This design comes from an exercise in tuning for small area on the open sky130 flow, not from production work. RTL that was checked went through simulation tests only; none was proved equivalent to the original. No activity file was given, so power comes from the tool's default toggle rates.

Design mcar_timer, start of the top module:
module mcar_timer (
    input  wire        clk,
    input  wire        rst,         
    input  wire [39:0] cmd,
    input  wire        cmd_valid,
    input  wire        tick,        
    input  wire [7:0]  flag0,       
    input  wire [7:0]  flag1,       
    output wire        busy,
    output wire [7:0]  result,
    output wire [7:0]  fault,
    output wire [5:0]  pin_dir,
    output wire [5:0]  pin_out,
    output wire [7:0]  cb_out,
    output reg         cb_strobe
);
For scale: about 730 cells after synthesis, about 90 flip-flops, roughly 98 I/O pins, about 6800 sq um of cells after synthesis.
export LEC_CHECK = 0
export CAP_MARGIN = 20
export CORE_MARGIN = 2
export CORE_UTILIZATION = 40
export SLEW_MARGIN = 20
create_clock -name core_clock -period 14.0 [get_ports {clk}]
standard.sh (not shown) runs the stock make flow with config.mk's settings and CLKGATE_MAP_FILE= SYNTH_SCRIPT=/design/flow/synth_recipe.tcl, a recipe that flattens the netlist after the stock synthesis.
==> flow/flow/run.sh <==
#!/bin/bash
# Standard ORFS layout (the standard.sh, standard synthesis unchanged) with these
# changes: the port buffers use the smallest buffer cell; the constant outputs share
# one tie cell; CTS builds a small tree (clkbuf_8, no dummy loads); after global routing
# the resizer downsizes cells on paths with positive slack (RECOVER_POWER), then
# repairs slew and capacitance again (post_grt.tcl); timing-driven placement keeps none of its trial buffers.
set -euo pipefail
HERE="$(cd "$(dirname "${BASH_SOURCE[0]}")" && pwd)"
export BUFFER_PORTS_ARGS="-buffer_cell sky130_fd_sc_hd__buf_1"
export SKIP_REPAIR_TIE_FANOUT=1
export CTS_ARGS="-sink_clustering_enable -repair_clock_nets -dont_use_dummy_load -sink_clustering_size 100 -sink_clustering_max_diameter 500 -buf_list sky130_fd_sc_hd__clkbuf_8"
export RECOVER_POWER=100
export GPL_KEEP_OVERFLOW=0
export POST_GLOBAL_ROUTE_TCL="$HERE/post_grt.tcl"
bash standard.sh finish > standard_flow.log 2>&1
==> flow/flow/post_grt.tcl <==
# After power recovery: repair max slew and capacitance again, then legalize and
# reroute the nets that changed.
global_route -start_incremental
repair_design -slew_margin 20 -cap_margin 20
detailed_placement
global_route -end_incremental
estimate_parasitics -global_routing
==> next run, changes <==
Settings changed: CORE_UTILIZATION 40 to 60, PLACE_DENSITY set to 0.8.
=> Clock power hardly moves. Wire length came out lower by 0.56%. Worst setup slack stays flat. Register-to-register slack is worse by 0.08 ns. First-iteration DRC count rose by 3.8%.
==> next run, changes <==
--- a/flow/flow/run.sh
+++ b/flow/flow/run.sh
@@ -10,3 +10,3 @@
 export SKIP_REPAIR_TIE_FANOUT=1
-export CTS_ARGS="-sink_clustering_enable -repair_clock_nets -dont_use_dummy_load -sink_clustering_size 100 -sink_clustering_max_diameter 500 -buf_list sky130_fd_sc_hd__clkbuf_8"
+export CTS_ARGS="-sink_clustering_enable -repair_clock_nets -dont_use_dummy_load -sink_clustering_size 6 -sink_clustering_max_diameter 30 -balance_levels -root_buf sky130_fd_sc_hd__clkbuf_8 -buf_list sky130_fd_sc_hd__clkbuf_4"
 export RECOVER_POWER=100
The new run finished with timing, DRC and antenna clean.
Synthesized cell count does not change.
Via count is unchanged.
Sequential share of layout area does not change.

* * *

run D:
Another version of the RTL of mcar_timer (not shown whole).
Size: ~730 cells after synthesis, ~98 I/O pins, ~6800 um^2 of cells after synthesis.
Settings: LEC_CHECK=0, CAP_MARGIN=20, CORE_MARGIN=2, CORE_UTILIZATION=60, GPL_TIMING_DRIVEN=0, SLEW_MARGIN=20; clock period 14.0 ns.
==> flow/flow/run.sh <==
#!/bin/bash
# Standard ORFS layout (the standard.sh, standard synthesis unchanged) with two
# changes: the port buffers use the smallest buffer cell, and CTS builds a small tree
# (one sink cluster, clkbuf_8, no dummy loads).
set -euo pipefail
export BUFFER_PORTS_ARGS="-buffer_cell sky130_fd_sc_hd__buf_1"
export CTS_ARGS="-sink_clustering_enable -repair_clock_nets -dont_use_dummy_load -sink_clustering_size 100 -sink_clustering_max_diameter 500 -buf_list sky130_fd_sc_hd__clkbuf_8"
bash standard.sh finish > standard_flow.log 2>&1
In summary, run D completed successfully, with a layout that passed the timing, DRC and antenna checks.
Edits applied to the flow inputs when going from run D to run B:
-- flow/flow/run.sh --
<<< run D, line 2
# Standard ORFS layout (the standard.sh, standard synthesis unchanged) with two
# changes: the port buffers use the smallest buffer cell, and CTS builds a small tree
# (one sink cluster, clkbuf_8, no dummy loads).
>>> run B, line 2
# Standard ORFS layout (the standard.sh, standard synthesis unchanged) with these
# changes: the port buffers use the smallest buffer cell, CTS builds a small tree
# (clkbuf_8, no dummy loads), and after global routing the resizer downsizes cells
# on paths with positive slack (RECOVER_POWER).
<<< run D, line 8
>>> run B, line 9
export RECOVER_POWER=100
-- flow/config.mk --
<<< run D, line 10
export CORE_UTILIZATION = 60
export GPL_TIMING_DRIVEN = 0
>>> run B, line 10
export CORE_UTILIZATION = 65
export PLACE_DENSITY = 0.75
Results
[run B] flow finished | final checks: failed | reasons: capacitance limit, slew limit. Delta (run B minus run D): die area now smaller; number of vias after detailed routing has decreased; number of vias per cell after detailed routing now sits higher; first-pass GRT wire length fell by 350 um. In the metrics for run D and run B, the one carrying the lower net switching share of the total power is run B. Comparing the two runs side by side, run B comes out behind run D on maximum frequency. Comparing run D with run B, the data arrival time of the critical path came out essentially unchanged. Run B vs run D: final wirelength down. On insertion delay to the later sink of the worst-skew pair, the higher figure sits with run D, not run B. In the reports for run D and run B, the smaller cell count along the critical path belongs to run B.
Function was not checked in any run of this note: the RTL went through the layout flow alone.

* * *

mcar_timer again, from the RTL that the note above started with.
==> flow/config.mk <==
export PLATFORM = sky130hd
export DESIGN_NAME = mcar_timer
export DESIGN_NICKNAME = mcar_timer
export VERILOG_FILES = /design/flow/design.v
export SDC_FILE = /design/flow/constraint.sdc
export NUM_CORES = 4
export LEC_CHECK = 0
export CAP_MARGIN = 20
export CORE_MARGIN = 2
export CORE_UTILIZATION = 40
export GPL_TIMING_DRIVEN = 0
export SLEW_MARGIN = 20
==> flow/constraint.sdc <==
create_clock -name core_clock -period 14.0 [get_ports {clk}]
set_input_delay 2.8000 -clock core_clock [delete_from_list [all_inputs] [get_ports {clk}]]
set_output_delay 2.8000 -clock core_clock [all_outputs]
set_load 0.01 [all_outputs]
==> flow/flow/run.sh <==
#!/bin/bash
# Standard ORFS layout (the standard.sh, standard synthesis unchanged) with two
# changes: the port buffers use the smallest buffer cell, and CTS builds a small tree
# (one sink cluster, clkbuf_8, no dummy loads).
set -euo pipefail
export BUFFER_PORTS_ARGS="-buffer_cell sky130_fd_sc_hd__buf_1"
export CTS_ARGS="-sink_clustering_enable -repair_clock_nets -dont_use_dummy_load -sink_clustering_size 100 -sink_clustering_max_diameter 500 -buf_list sky130_fd_sc_hd__clkbuf_8"
bash standard.sh finish > standard_flow.log 2>&1
The starting point passed the timing, DRC and antenna checks.
Edit:
--- a/flow/flow/run.sh
+++ b/flow/flow/run.sh
@@ -2,3 +2,4 @@
-# Standard ORFS layout (the standard.sh, standard synthesis unchanged) with two
-# changes: the port buffers use the smallest buffer cell, and CTS builds a small tree
-# (one sink cluster, clkbuf_8, no dummy loads).
+# Standard ORFS layout (the standard.sh, standard synthesis unchanged) with these
+# changes: the port buffers use the smallest buffer cell, CTS builds a small tree
+# (clkbuf_8, no dummy loads), and after global routing the resizer downsizes cells
+# on paths with positive slack (RECOVER_POWER).
@@ -7,0 +9 @@
+export RECOVER_POWER=100
GPL_TIMING_DRIVEN = unset   (was 0)
Now the flow completed, yet does not pass: capacitance limit, slew limit. Setup slack stays flat. Total power came out lower slightly. Final cell count is lower by a few percent. Wire length decreases by a few percent. Utilization decreases by 1.6 points. Die area is unchanged. Design area went down by a few percent. Non-clock buffer count went down by 39. Combinational power is lower by a few percent. Critical path depth goes down by 1. Via count drops by a few percent.
Edit:
==> flow/flow/run.sh (replaced) <==
#!/bin/bash
# Standard ORFS layout (the standard.sh, standard synthesis unchanged) with two
# changes: the port buffers use the smallest buffer cell, and CTS builds a small tree
# (one sink cluster, clkbuf_8, no dummy loads).
set -euo pipefail
export BUFFER_PORTS_ARGS="-buffer_cell sky130_fd_sc_hd__buf_1"
export CTS_ARGS="-sink_clustering_enable -repair_clock_nets -dont_use_dummy_load -sink_clustering_size 100 -sink_clustering_max_diameter 500 -buf_list sky130_fd_sc_hd__clkbuf_8"
bash standard.sh finish > standard_flow.log 2>&1
This time the run completed without violations.
Power barely changes.
Worst setup slack is worse by 0.0064 ns.
Die area does not change.
Edit:
--- a/flow/flow/run.sh
+++ b/flow/flow/run.sh
@@ -2,3 +2,4 @@
-# Standard ORFS layout (the standard.sh, standard synthesis unchanged) with two
-# changes: the port buffers use the smallest buffer cell, and CTS builds a small tree
-# (one sink cluster, clkbuf_8, no dummy loads).
+# Standard ORFS layout (the standard.sh, standard synthesis unchanged) with these
+# changes: the port buffers use the smallest buffer cell, CTS builds a small tree
+# (clkbuf_8, no dummy loads), and after global routing the resizer downsizes cells
+# on paths with positive slack (RECOVER_POWER), then repairs slew and capacitance again.
@@ -5,0 +7 @@
+HERE="$(cd "$(dirname "${BASH_SOURCE[0]}")" && pwd)"
@@ -7,0 +10,2 @@
+export RECOVER_POWER=100
+export POST_GLOBAL_ROUTE_TCL="$HERE/post_grt.tcl"
==> flow/flow/post_grt.tcl (new file) <==
# After power recovery: repair max slew and capacitance again, then legalize and
# reroute the nets that changed.
global_route -start_incremental
repair_design -slew_margin 20 -cap_margin 20
detailed_placement
global_route -end_incremental
estimate_parasitics -global_routing
After rerunning:
- The changed run finished clean
- non-clock buffer count rises by 1
- register-to-register slack gains 0.02 ns
- via count stays flat
- setup slack hardly moves
Function was not checked in any run of this note: the RTL went through the layout flow alone.

* * *

## run 1
Another version of the RTL of mcar_timer (not shown whole).
For scale: roughly 780 cells after synthesis, about 0.0071 mm2 of cells after synthesis.
==> flow/design.v (excerpt) <==
module mcar_timer (
    input  wire        clk,
    input  wire        rst,         
    input  wire [39:0] cmd,
    input  wire        cmd_valid,
    input  wire        tick,        
    input  wire [7:0]  flag0,       
    input  wire [7:0]  flag1,       
    output wire        busy,
    output wire [7:0]  result,
    output wire [7:0]  fault,
    output wire [5:0]  pin_dir,
    output wire [5:0]  pin_out,
    output wire [7:0]  cb_out,
    output reg         cb_strobe
);
==> flow/config.mk <==
export PLATFORM = sky130hd
export DESIGN_NAME = mcar_timer
export DESIGN_NICKNAME = mcar_timer
export VERILOG_FILES = /design/flow/design.v
export SDC_FILE = /design/flow/constraint.sdc
export NUM_CORES = 4
export LEC_CHECK = 0
export CAP_MARGIN = 20
export CORE_MARGIN = 2
export CORE_UTILIZATION = 40
export SLEW_MARGIN = 20
==> flow/constraint.sdc <==
create_clock -name core_clock -period 14.0 [get_ports {clk}]
set_input_delay 2.8000 -clock core_clock [delete_from_list [all_inputs] [get_ports {clk}]]
set_output_delay 2.8000 -clock core_clock [all_outputs]
set_load 0.01 [all_outputs]
==> flow/flow/run.sh <==
#!/bin/bash
# Standard ORFS layout (the standard.sh, standard synthesis unchanged) with two
# changes: the port buffers use the smallest buffer cell, and CTS inserts no dummy loads.
set -euo pipefail
export BUFFER_PORTS_ARGS="-buffer_cell sky130_fd_sc_hd__buf_1"
export CTS_ARGS="-sink_clustering_enable -repair_clock_nets -dont_use_dummy_load"
bash standard.sh finish > standard_flow.log 2>&1
> inputs changed (run 1 -> run 2)
- setting CTS_BUF_LIST to sky130_fd_sc_hd__clkbuf_4 sky130_fd_sc_hd__clkbuf_8 for the first time
## What came out
Having completed the whole flow, run 2 delivered a layout that passed the timing, DRC and antenna checks.
As far as sequential share of layout area is concerned, run 1 and run 2 perform about the same.
Comparing run 2 against run 1, there is no change at all in sum of internal, switching and leakage power.
On half-perimeter wire length after detailed placement, run 1 and run 2 are neck and neck.
For clock network fraction of design power, run 2 and run 1 come out practically identical.
Input changes introduced in run 3 (baseline for comparison: run 2):
- CTS_BUF_LIST no longer set, was sky130_fd_sc_hd__clkbuf_4 sky130_fd_sc_hd__clkbuf_8
==> flow/run.sh (new file) <==
#!/bin/bash
# synth_recipe.tcl (not shown) runs the flow's synth.tcl, then flattens the netlist and writes it again
# the make line also repeats each setting of config.mk as NAME=value (left out here)
make -C /OpenROAD-flow-scripts/flow DESIGN_CONFIG=/design/flow/config.mk WORK_HOME=/design/flow/orfs CLKGATE_MAP_FILE= SYNTH_SCRIPT=/design/flow/synth_recipe.tcl finish
removed: flow/flow/run.sh
removed: flow/standard.sh
[summary]
Run 3 finished every stage and its layout cleared the timing, DRC and antenna checks. Run 2: flow completed, timing, DRC and antenna clean. Delta (run 3 minus run 2): power grew by 8.8%; setup slack shrank by 33 ps; worst IR drop on VDD grew by 6.0%. Comparing run 2 and run 3, the higher global-route usage is on run 3. Run 3 vs run 2: number of non-clock buffers in the layout up. The via count of the first global-routing pass of run 3 exceeds that of run 2 by about 9%. On final routed wirelength across all metal layers, the lower figure sits with run 2, not run 3. [run 3] sequential share of layout area fell 2.1 points relative to run 2. From run 2 to run 3 the numbers moved as follows: area taken by flip-flops and latches roughly the same, net total in the final layout roughly the same.

port drivers added, routing unchanged:
The flow's constraints put no driver on any port. The routed layouts listed below were extracted and timed again, unchanged, in two steps.
Step 1 assumes that a clkbuf_16 drives the clock port and a buf_2 every other input.
Step 2 times the ports against the registers' clock, not the clock port: input delays grow and output delays shrink by t, the midpoint of the rising clock arrivals with the driver on.
a / b / c = ideal ports / drivers / drivers and shift; a / b = the first two.
run | t (ns) | setup WS [ns] | hold WS [ns] | worst setup path after step 2 | cell pins on the clock port's net
the first run of note 1 | 0.396 | 0.416 / 0.432 / 0.036 | 0.476 / 0.476 / 0.476 | input to register | 1
the second run of note 1 | 0.393 | 0.416 / 0.425 / 0.032 | 0.481 / 0.481 / 0.481 | input to register | 1
the third run of note 1 | 0.393 | 0.416 / 0.425 / 0.032 | 0.481 / 0.481 / 0.481 | input to register | 1
run D | 0.407 | 0.433 / 0.448 / 0.041 | 0.466 / 0.466 / 0.466 | input to register | 1
run B | 0.395 | 0.370 / 0.387 / -0.008 | 0.469 / 0.469 / 0.469 | input to register | 1
the first run of note 3 | 0.412 | 0.425 / 0.442 / 0.030 | 0.466 / 0.466 / 0.466 | input to register | 1
the second run of note 3 | 0.408 | 0.424 / 0.440 / 0.032 | 0.460 / 0.460 / 0.460 | input to register | 1
the third run of note 3 | 0.407 | 0.418 / 0.436 / 0.028 | 0.463 / 0.463 / 0.463 | input to register | 1
the fourth run of note 3 | 0.406 | 0.419 / 0.437 / 0.030 | 0.461 / 0.461 / 0.461 | input to register | 1
run 1 | 0.386 | 0.400 / 0.420 / 0.034 | 0.470 / 0.470 / 0.470 | input to register | 1
run 2 | 0.386 | 0.400 / 0.420 / 0.034 | 0.470 / 0.470 / 0.470 | input to register | 1
run 3 | 0.396 | 0.367 / 0.385 / -0.011 | 0.468 / 0.468 / 0.468 | input to register | 1
The setup slack of the first run of note 3, which loses most, moves by +0.017 ns with the drivers and by -0.395 ns with both steps.
